From an optimization exercise on the open Yosys and OpenROAD flow, aimed at small area, a short achievable clock period and few clock cycles per item; shortcuts taken in it are not production practice. At most, simulation tests tie the RTL to the original design; equivalence was not proved. Power is estimated from default activity; no workload was simulated.

==> inputs of branch willow <==
Design irig_tce, start of the top module:
module irig_tce (
    input  wire        clk,
    input  wire        rst,
    input  wire        load,
    input  wire        tick,
    input  wire [1:0]  rc,           
    output reg         cmd_ready,
    input  wire        tbl_we,
    input  wire [6:0]  tbl_addr,
    input  wire [7:0]  tbl_wdata,
    input  wire        cfg_irig,
    input  wire        cfg_year,
    input  wire        cfg_ieee,
    input  wire        leap_ins,
    input  wire        leap_del,
    input  wire [6:0]  leap_tyear,
    input  wire [8:0]  leap_tday,
    input  wire [4:0]  leap_thour,
    input  wire [5:0]  leap_tmin,
    input  wire        leap_warn,
    input  wire [6:0]  start_year,
    input  wire [8:0]  start_day,
    input  wire [4:0]  start_hour,
    input  wire [5:0]  start_min,
    input  wire [5:0]  start_sec,
    input  wire        dst_req,
    input  wire        dst_active0,
    input  wire [6:0]  dst_tyear,
    input  wire [8:0]  dst_tday,
    input  wire [4:0]  dst_thour,
    input  wire [5:0]  dst_tmin,
    input  wire        cfg_off_sign,
    input  wire [3:0]  cfg_off_hours,
    input  wire        cfg_off_half,
    input  wire [3:0]  tq,
    input  wire [3:0]  dut1,
    input  wire [10:0] fsync,
    input  wire [10:0] fhour,
    output reg         pd_valid,
    input  wire        pd_ready,
    output reg  [9:0]  pd_dur,
    output reg  [10:0] pd_freq,
    output reg  [1:0]  pd_level,
    output reg         fault,
    output reg  [2:0]  fcause,
    output reg  [6:0]  findex,
    output reg  [6:0]  ct_year,
    output reg  [8:0]  ct_day,
    output reg  [4:0]  ct_hour,
    output reg  [5:0]  ct_min,
    output reg  [5:0]  ct_sec,
    output reg         dst_active,
    output reg         dst_pend,
    output reg         off_sign,
    output reg  [3:0]  off_hours,
    output reg         off_half
);
    localparam [1:0] LVL_OFF = 2'd0, LVL_LOW = 2'd1, LVL_HIGH = 2'd2;
    localparam [1:0] K_ZERO = 2'd0, K_ONE = 2'd1, K_PI = 2'd2;
    localparam [1:0] G_TICK = 2'd0, G_NOTICK = 2'd1, G_MARK = 2'd2;
  ...
==> flow/config.mk <==
export PLATFORM = sky130hd
export DESIGN_NAME = irig_tce
export DESIGN_NICKNAME = irig_tce
export VERILOG_FILES = /design/flow/design.v
export SDC_FILE = /design/flow/constraint.sdc
export NUM_CORES = 4
export LEC_CHECK = 0
export CAP_MARGIN = 20
export CORE_MARGIN = 2
export CORE_UTILIZATION = 40
export PLACE_DENSITY = 0.6
export SLEW_MARGIN = 20
export SETUP_SLACK_MARGIN = 9.2
export TNS_END_PERCENT = 100
export BUFFER_PORTS_ARGS = -buffer_cell sky130_fd_sc_hd__buf_1
==> flow/constraint.sdc <==
create_clock -name core_clock -period 13.0 [get_ports {clk}]
set_input_delay 2.6000 -clock core_clock [delete_from_list [all_inputs] [get_ports {clk}]]
set_output_delay 2.6000 -clock core_clock [all_outputs]
set_load 0.01 [all_outputs]
standard.sh (not shown) runs the stock make flow with config.mk's settings and CLKGATE_MAP_FILE= SYNTH_SCRIPT=/design/flow/synth_recipe.tcl, a recipe that flattens the netlist after the stock synthesis.
==> flow/flow/run.sh <==
#!/bin/bash

# Each tool's full output is in flow_standard.log and in orfs/logs/.
set -e
cat >> config.mk <<'EOC'
export SETUP_SLACK_MARGIN = 9.2
export TNS_END_PERCENT = 100
export BUFFER_PORTS_ARGS = -buffer_cell sky130_fd_sc_hd__buf_1
EOC
bash standard.sh > flow_standard.log 2>&1
==> inputs of branch harbor, as changes to branch willow <==
--- a/flow/design.v
+++ b/flow/design.v
@@ -224,56 +224,37 @@
     wire f_live = (fframe < 4'd10) && !(fframe == 4'd0 && fpos < 4'd2);
     wire bit_fetch;              
     wire f_step = (st == ST_BITS) ? bit_fetch : !f_rest;
     wire [59:0] ring_f = iv[ftab];
     wire [5:0]  e_f    = (ftab == 3'd0) ? ring_f[17:12] : ring_f[5:0];
     reg        lm_q, dfc_q, dpm_q;
-    reg        arm_del_q, arm_ins_q, s59_q, m59_q, dge_q, h22_q, h23_q;
+    reg        arm_del_q, arm_ins_q, s59_q, m59_q, dge_q;
+    reg [3:0]  yu_q, yt_q;
+    reg [2:0]  st_q, mt_q;
+    reg [3:0]  su_q, mu_q;
+    reg [1:0]  ht_q;
+    reg [3:0]  hu_q;
     reg [1:0]  dh_q;
     reg [6:0]  dr_q;             
     reg [3:0]  dt_q, du_q;       
     reg [11:0] sp_q;             
+    reg [12:0] sh_q;             
     reg [16:0] sbs_q;            
     wire [8:0] ylen = (ct_year[1:0] == 2'b00) ? 9'd366 : 9'd365;
     wire       lm   = (ct_year == leap_tyear) && (ct_day == leap_tday) &&
                       (ct_hour == leap_thour) && (ct_min == leap_tmin);
     wire [7:0] by = bcd7(ct_year);
     wire [7:0] bm = bcd7({1'b0, ct_min});
     wire [7:0] bs = bcd7({1'b0, ct_sec});
     wire [7:0] dtu = bcd7(dr_q);
-    wire [3:0] yt_q = by[7:4];
-    wire [3:0] yu_q = by[3:0];
-    wire [2:0] mt_q = bm[6:4];
-    wire [3:0] mu_q = bm[3:0];
-    wire [2:0] st_q = bs[6:4];
-    wire [3:0] su_q = bs[3:0];
-    wire [1:0] ht_q = (ct_hour >= 5'd20) ? 2'd2 : (ct_hour >= 5'd10) ? 2'd1 : 2'd0;
-    wire [3:0] hu_q = (ct_hour >= 5'd20) ? ct_hour[3:0] - 4'd4 :
-                      (ct_hour >= 5'd10) ? ct_hour[3:0] - 4'd10 : ct_hour[3:0];
-    reg  [12:0] h225;
-    always @* begin
-        case (ct_hour)
-            5'd0: h225 = 13'd0;     5'd1: h225 = 13'd225;   5'd2: h225 = 13'd450;
-            5'd3: h225 = 13'd675;   5'd4: h225 = 13'd900;   5'd5: h225 = 13'd1125;
-            5'd6: h225 = 13'd1350;  5'd7: h225 = 13'd1575;  5'd8: h225 = 13'd1800;
-            5'd9: h225 = 13'd2025;  5'd10: h225 = 13'd2250; 5'd11: h225 = 13'd2475;
-            5'd12: h225 = 13'd2700; 5'd13: h225 = 13'd2925; 5'd14: h225 = 13'd3150;
-            5'd15: h225 = 13'd3375; 5'd16: h225 = 13'd3600; 5'd17: h225 = 13'd3825;
-            5'd18: h225 = 13'd4050; 5'd19: h225 = 13'd4275; 5'd20: h225 = 13'd4500;
-            5'd21: h225 = 13'd4725; 5'd22: h225 = 13'd4950; 5'd23: h225 = 13'd5175;
-            default: h225 = 13'd0;
-        endcase
-    end
     always @(posedge clk) begin
         lm_q  <= lm;
         arm_del_q <= !zai && leap_del && ct_sec == 6'd58 && lm;
         arm_ins_q <= !zai && leap_ins && ct_sec == 6'd59 && lm;
         s59_q <= (ct_sec == 6'd59);
         m59_q <= (ct_min == 6'd59);
-        h22_q <= (ct_hour >= 5'd22);
-        h23_q <= (ct_hour == 5'd23);
         dge_q <= (ct_day >= ylen);
         dfc_q <= (ct_year == dst_tyear) && (ct_day == dst_tday) &&
                  ((ct_min != 6'd59 && ct_hour == dst_thour && ct_min + 6'd1 == dst_tmin) ||
                   (ct_min == 6'd59 && ct_hour + 5'd1 == dst_thour && dst_tmin == 6'd0));
         dpm_q <= (dst_tmin != 6'd0) ?
                      (ct_year == dst_tyear && ct_day == dst_tday && ct_hour == dst_thour &&
@@ -285,20 +266,30 @@
                      (ct_year == dst_tyear && ct_min == 6'd59 && ct_hour == 5'd23 &&
                       ct_day + 9'd1 == dst_tday) :
                      (ct_min == 6'd59 && ct_hour == 5'd23 && ct_day == ylen &&
                       ((dst_tyear == 7'd0 && ct_year == 7'd99) ||
                        (dst_tyear <= 7'd100 && ct_year + 7'd1 == dst_tyear) ||
                        (dst_tyear > 7'd100 && {1'b0, ct_year} + 8'd101 == {1'b0, dst_tyear})));
+        yt_q <= by[7:4];
+        yu_q <= by[3:0];
+        mt_q <= bm[6:4];
+        mu_q <= bm[3:0];
+        st_q <= bs[6:4];
+        su_q <= bs[3:0];
+        ht_q <= (ct_hour >= 5'd20) ? 2'd2 : (ct_hour >= 5'd10) ? 2'd1 : 2'd0;
+        hu_q <= (ct_hour >= 5'd20) ? ct_hour - 5'd20 :
+                (ct_hour >= 5'd10) ? ct_hour - 5'd10 : ct_hour[3:0];
         dh_q <= (ct_day >= 9'd300) ? 2'd3 : (ct_day >= 9'd200) ? 2'd2 :
                 (ct_day >= 9'd100) ? 2'd1 : 2'd0;
         dr_q <= (ct_day >= 9'd300) ? ct_day - 9'd300 : (ct_day >= 9'd200) ? ct_day - 9'd200 :
                 (ct_day >= 9'd100) ? ct_day - 9'd100 : ct_day[6:0];
         dt_q <= dtu[7:4];
         du_q <= dtu[3:0];
         sp_q <= {ct_min, 6'd0} - {4'd0, ct_min, 2'd0} + {6'd0, ct_sec};
-        sbs_q <= {h225, 4'd0} + {5'd0, sp_q};
+        sh_q <= {ct_hour, 8'd0} - {3'd0, ct_hour, 5'd0} + {8'd0, ct_hour};
+        sbs_q <= {sh_q, 4'd0} + {5'd0, sp_q};
     end
     wire m59     = m59_q;
     wire ins_arm = arm_ins_q;
     wire wrap    = zai || arm_del_q || (!arm_ins_q && s59_q);
     wire [5:0] nsec = wrap ? 6'd0 : ins_arm ? 6'd60 : ct_sec + 6'd1;
     wire fire    = wrap && dst_pend && dfc_q;
@@ -308,21 +299,24 @@
     reg  [8:0] dd, nday;
     reg  [6:0] nyear;
     reg        nact, npend, nosign, nohalf;
     reg  [3:0] nohours;
     always @* begin
         nmin = wrap ? (m59 ? 6'd0 : ct_min + 6'd1) : ct_min;
+        h1   = (wrap && m59) ? ct_hour + 5'd1 : ct_hour;
         nact    = dst_active;
         npend   = dst_pend;
         nosign  = off_sign;
         nohours = off_hours;
         nohalf  = off_half;
+        h2 = h1;
         if (fire) begin
             npend = 1'b0;
             nact  = !dst_active;
             if (!dst_active) begin
+                h2 = h1 + 5'd1;
                 if (!off_sign) begin
                     if (off_hours == 4'd15) begin
                         nosign  = 1'b1;
                         nohours = off_half ? 4'd7 : 4'd8;
                     end else
                         nohours = off_hours + 4'd1;
@@ -331,12 +325,13 @@
                         nosign  = 1'b0;
                         nohours = off_half ? 4'd0 : 4'd1;
                     end else
                         nohours = off_hours - 4'd1;
                 end
             end else begin
+                h2 = h1 - 5'd1;
                 if (off_sign) begin
                     if (off_hours == 4'd15) begin
                         nosign  = 1'b0;
                         nohours = off_half ? 4'd7 : 4'd8;
                     end else
                         nohours = off_hours + 4'd1;
@@ -346,21 +341,15 @@
                         nohours = off_half ? 4'd0 : 4'd1;
                     end else
                         nohours = off_hours - 4'd1;
                 end
             end
         end
-        case ({wrap && m59, fire, fire && dst_active})
-            3'b100:         begin h2 = ct_hour + 5'd1; hw = h23_q; end
-            3'b010:         begin h2 = ct_hour + 5'd1; hw = h23_q; end
-            3'b110:         begin h2 = ct_hour + 5'd2; hw = h22_q; end
-            3'b011:         begin h2 = ct_hour - 5'd1; hw = 1'b0; end
-            default:        begin h2 = ct_hour;        hw = 1'b0; end
-        endcase
-        nhour = hw ? {4'd0, h23_q && !(h2 == 5'd24)} : h2;
-        dd    = hw ? ct_day + 9'd1 : ct_day;
+        hw    = (h2 >= 5'd24);
+        nhour = hw ? h2 - 5'd24 : h2;
+        dd    = ct_day + {8'd0, hw};
         dw    = hw && dge_q;
         nday  = dw ? 9'd1 : dd;
         nyear = dw ? ((ct_year >= 7'd99) ? 7'd0 : ct_year + 7'd1) : ct_year;
     end
     reg  nextra;
     always @(posedge clk) nextra <= dw && leap_warn;
@@ -371,17 +360,16 @@
     wire [3:0] n_yu = dw ? inc10(yu_q) : yu_q;
     wire [3:0] iy_t = cfg_year ? yt_q : 4'd0;
     wire [3:0] iy_u = cfg_year ? yu_q : 4'd0;
     wire [13:0] cf_data = cfg_ieee ?
         {tq, off_half, off_hours, off_sign, dst_active, dst_pend && dpm_q,
          leap_del && lm_q, (leap_ins || leap_del) && lm_q} : 14'd0;
-    reg        par_q;
+    reg [14:0] cf_q;
     always @(posedge clk)
-        par_q <= cfg_ieee & (^cf_data ^ ^iy_t ^ ^iy_u ^ ^dh_q ^ ^dt_q ^ ^du_q ^ ^ht_q ^
-                             ^hu_q ^ ^mt_q ^ ^mu_q ^ ^st_q ^ ^su_q);
-    wire [14:0] cf_q = {par_q, cf_data};
+        cf_q <= {cfg_ieee & (^cf_data ^ ^iy_t ^ ^iy_u ^ ^dh_q ^ ^dt_q ^ ^du_q ^ ^ht_q ^
+                             ^hu_q ^ ^mt_q ^ ^mu_q ^ ^st_q ^ ^su_q), cf_data};
     function [3:0] wdig;         
         input [4:0] i;
         begin
             case (i)
                 5'd0: wdig = yt_q;
                 5'd1: wdig = {2'b00, dh_q};
@@ -431,50 +419,32 @@
     function [22:0] desc;        
         input [3:0]  id;
         input [1:0]  kd;
         input [1:0]  rq;
         input        b42;
         input [10:0] fm;
-        reg   [9:0]  w, q, m, s, mq;
+        reg   [9:0]  w, q, m, s, a;
         begin
             case (kd)
-                K_ONE:   begin w = 10'd570; m = 10'd5; end
-                K_PI:    begin w = 10'd770; m = 10'd8; end
-                default: begin w = 10'd170; m = 10'd2; end
-            endcase
-            case ({kd, rq})
-                4'b0001: q = 10'd810;  4'b0010: q = 10'd790;
-                4'b0101: q = 10'd410;  4'b0110: q = 10'd390;
-                4'b1001: q = 10'd210;  4'b1010: q = 10'd190;
-                4'b0100, 4'b0111: q = 10'd400;
-                4'b1000, 4'b1011: q = 10'd200;
-                default: q = 10'd800;
-            endcase
-            case (rq)
-                2'd1:    mq = 10'd210;
-                2'd2:    mq = 10'd190;
-                default: mq = 10'd200;
-            endcase
-            case ({kd, b42 && rq == 2'd1, b42 && rq == 2'd2})
-                4'b0010: s = 10'd9;  4'b0001: s = 10'd7;
-                4'b0110: s = 10'd6;  4'b0101: s = 10'd4;
-                4'b1010: s = 10'd3;  4'b1001: s = 10'd1;
-                4'b0100, 4'b0111: s = 10'd5;
-                4'b1000, 4'b1011: s = 10'd2;
-                default: s = 10'd8;
+                K_ONE:   begin w = 10'd570; q = 10'd400; m = 10'd5; s = 10'd5; end
+                K_PI:    begin w = 10'd770; q = 10'd200; m = 10'd8; s = 10'd2; end
+                default: begin w = 10'd170; q = 10'd800; m = 10'd2; s = 10'd8; end
             endcase
+            a = (rq == 2'd1) ? 10'd10 : (rq == 2'd2) ? 10'h3F6 : 10'd0;
             case (id)
                 D_T0: desc = {10'd5, 11'd1000, LVL_HIGH};
                 D_T1: desc = {10'd25, 11'd0, LVL_OFF};
                 D_N0: desc = {10'd30, 11'd0, LVL_OFF};
                 D_W:  desc = {w, 11'd100, LVL_LOW};
-                D_Q:  desc = {q, 11'd0, LVL_OFF};
+                D_Q:  desc = {q + a, 11'd0, LVL_OFF};
                 D_M0: desc = {10'd800, fm, LVL_HIGH};
-                D_MQ: desc = {mq, 11'd0, LVL_OFF};
+                D_MQ: desc = {10'd200 + a, 11'd0, LVL_OFF};
                 D_I1: desc = {m, 11'd1000, LVL_HIGH};
-                default: desc = {s, 11'd1000, LVL_LOW};
+                default:
+                    desc = {s + ((b42 && rq == 2'd1) ? 10'd1 : (b42 && rq == 2'd2) ? 10'h3FF : 10'd0),
+                            11'd1000, LVL_LOW};
             endcase
         end
     endfunction
     function [3:0] gfirst;
         input [1:0] ty;
         gfirst = (ty == G_MARK) ? D_M0 : (ty == G_NOTICK) ? D_N0 : D_T0;
@@ -713,44 +683,38 @@
         if (rot_w || (rot_i != 5'd0) || wr_busy || wr_take || spec_q)
             if (settle_n < 3'd3) settle_n = 3'd3;
         if ((need_al && lv && !irig) || rot_cnt != 6'd0)
             if (settle_n == 3'd0) settle_n = 3'd1;
     end
     always @(posedge clk) begin
-        chg       <= accept_load || accept_tick;
+        chg       <= !rst && (accept_load || accept_tick);
         st        <= st_n;
         settle    <= settle_n;
         cmd_ready <= (st_n == ST_IDLE) && (settle_n == 3'd0) && f_rest_n;
         if (prime_e)
             e1 <= irig ? r1_1 : e_w;
         else if (xfer && x_l2)
             e1 <= e_f;
-        if (accept_tick && t_bits)
+        if (!rst && accept_tick && t_bits)
             d1 <= t_d;
-        else if (xfer && (x_l1 || x_bits0) && !prime_e)
+        else if (!rst && xfer && (x_l1 || x_bits0) && !prime_e)
             d1 <= idig(eff_n);
         else if (prime_e)
             d1 <= p_d;
         if (prime_k) begin
             k1      <= k_pr;
             k1_fsel <= (nmin == 6'd0);
         end else if (xfer && x_l2)
             k1 <= k_in;
         if (accept_tick || xfer)
             {pd_dur, pd_freq, pd_level} <= accept_tick ? t_pd : x_pd;
-        if (rst)
+        if (rst) begin
             pd_valid <= 1'b0;
-        else if (accept_tick)
-            pd_valid <= t_valid;
-        else if (xfer)
-            pd_valid <= x_valid;
-        if (rst)
-            lv <= 1'b0;
-        else if (accept_load)
-            lv <= 1'b1;
-        if (accept_load) begin
+            lv       <= 1'b0;
+        end else if (accept_load) begin
+            lv         <= 1'b1;
             ct_year    <= start_year;
             ct_day     <= start_day;
             ct_hour    <= start_hour;
             ct_min     <= start_min;
             ct_sec     <= start_sec;
             zai        <= 1'b0;
@@ -781,22 +745,24 @@
             gkind    <= k1[4:3];
             gfsel    <= k1_fsel;
             gfault   <= k1[8];
             gcause   <= k1[7:5];
             gx       <= nextra;
             sub      <= 2'd0;
+            pd_valid <= t_valid;
             cur      <= t_cur;
             kc       <= k1[4:3];
             b        <= 7'd0;
             ph       <= 1'b0;
             if (t_fault && !nextra) begin
                 fault  <= 1'b1;
                 fcause <= k1[7:5];
                 findex <= irig ? 7'd0 : {1'b0, nsec};
             end
         end else if (xfer) begin
+            pd_valid <= x_valid;
             if (x_fault) begin
                 fault  <= 1'b1;
                 fcause <= x_cause;
                 findex <= x_findex;
             end
             if (x_gx0) begin
==> flow/flow/run.sh (replaced) <==
#!/bin/bash
set -e
cat >> config.mk <<'EOC'
export SETUP_SLACK_MARGIN = 9.2
export TNS_END_PERCENT = 100
EOC
bash standard.sh > flow_standard.log 2>&1
--- a/flow/config.mk
+++ b/flow/config.mk
@@ -9,7 +9,6 @@
 export CORE_MARGIN = 2
 export CORE_UTILIZATION = 40
 export PLACE_DENSITY = 0.6
 export SLEW_MARGIN = 20
 export SETUP_SLACK_MARGIN = 9.2
 export TNS_END_PERCENT = 100
-export BUFFER_PORTS_ARGS = -buffer_cell sky130_fd_sc_hd__buf_1
==> inputs of branch ember, as changes to branch willow <==
==> flow/flow/run.sh (replaced) <==
#!/bin/bash
set -e
cat >> config.mk <<'EOC'
export SETUP_SLACK_MARGIN = 9.2
export TNS_END_PERCENT = 100
export BUFFER_PORTS_ARGS = -buffer_cell sky130_fd_sc_hd__buf_1
export CTS_BUF_LIST = sky130_fd_sc_hd__clkbuf_8
export CTS_CLUSTER_SIZE = 30
EOC
bash standard.sh > flow_standard.log 2>&1
--- a/flow/config.mk
+++ b/flow/config.mk
@@ -10,6 +10,8 @@
 export CORE_UTILIZATION = 40
 export PLACE_DENSITY = 0.6
 export SLEW_MARGIN = 20
 export SETUP_SLACK_MARGIN = 9.2
 export TNS_END_PERCENT = 100
 export BUFFER_PORTS_ARGS = -buffer_cell sky130_fd_sc_hd__buf_1
+export CTS_BUF_LIST = sky130_fd_sc_hd__clkbuf_8
+export CTS_CLUSTER_SIZE = 30
==> comparison table <==
quantity	branch willow	branch ember	branch harbor
Result of the run	timing/DRC/antenna clean	timing/DRC/antenna clean	timing/DRC/antenna clean
Switching share of power	21.2%	22.5%	26.2%
Detailed-route via count	28500	28500	27600
DR WL/cell	22.0 um	21.5 um	21.4 um
Layout cells sized above 1	21.3%	20.9%	19.7%
Yosys reg bits	914	914	953
Sequential portion of the cell area	51.0%	51.9%	52.5%
Net switching component of the power	1310 uW	1330 uW	2320 uW
Termination of the worst setup path	par_q$_DFF_P_	par_q$_DFF_P_	ct_sec[5]
Multiplexer fraction of the synthesized cell area	3.08%	3.08%	3.23%
Non-Filler Instances	5232	5298	5093
Diode count	1	4	5
First-pass GRT wire length	168 mm	168 mm	162 mm
Sequential cell area	0.0265 mm^2	0.0265 mm^2	0.0273 mm^2
Tot Pwr	6170 uW	5890 uW	8840 uW
Testbench counts of branch harbor, summed over its fixed seeds: cycles 44,066, items 40,182.
For branch willow and branch ember, only the layout was checked, not whether the RTL still works.

==> port drivers added, routing unchanged <==
No port has a modelled driver above. Below, the same layouts with a new extraction and two added sets of constraints.
Step 1 (the two cells are an assumption about what drives the block):
set clk [get_ports {clk}]
set_driving_cell -lib_cell sky130_fd_sc_hd__clkbuf_16 $clk
set_driving_cell -lib_cell sky130_fd_sc_hd__buf_2 [delete_from_list [all_inputs] $clk]
Step 2 adds t to the input delays and takes it off the output delays; t is the mean of the earliest and latest rising clock arrival at the registers after step 1. Input paths then give back, and output paths get back, about the clock's delay inside the block.
a / b / c = ideal ports / drivers / drivers and shift; a / b = the first two.
run	t, ns	slack for setup (ns)	slew at the worst register clock pin (ns)	worst slew at a driven data input, ns
branch willow	0.728	7.415 / 7.415 / 7.415	0.07 / 0.07	0.19
branch harbor	0.734	8.964 / 8.894 / 8.412	0.07 / 0.07	0.16
branch ember	0.873	7.418 / 7.418 / 7.418	0.07 / 0.07	0.17
After both steps every run listed still meets setup and hold. For branch harbor, which loses most, drivers alone change the setup slack by -0.070 ns; drivers and shift together by -0.552 ns.
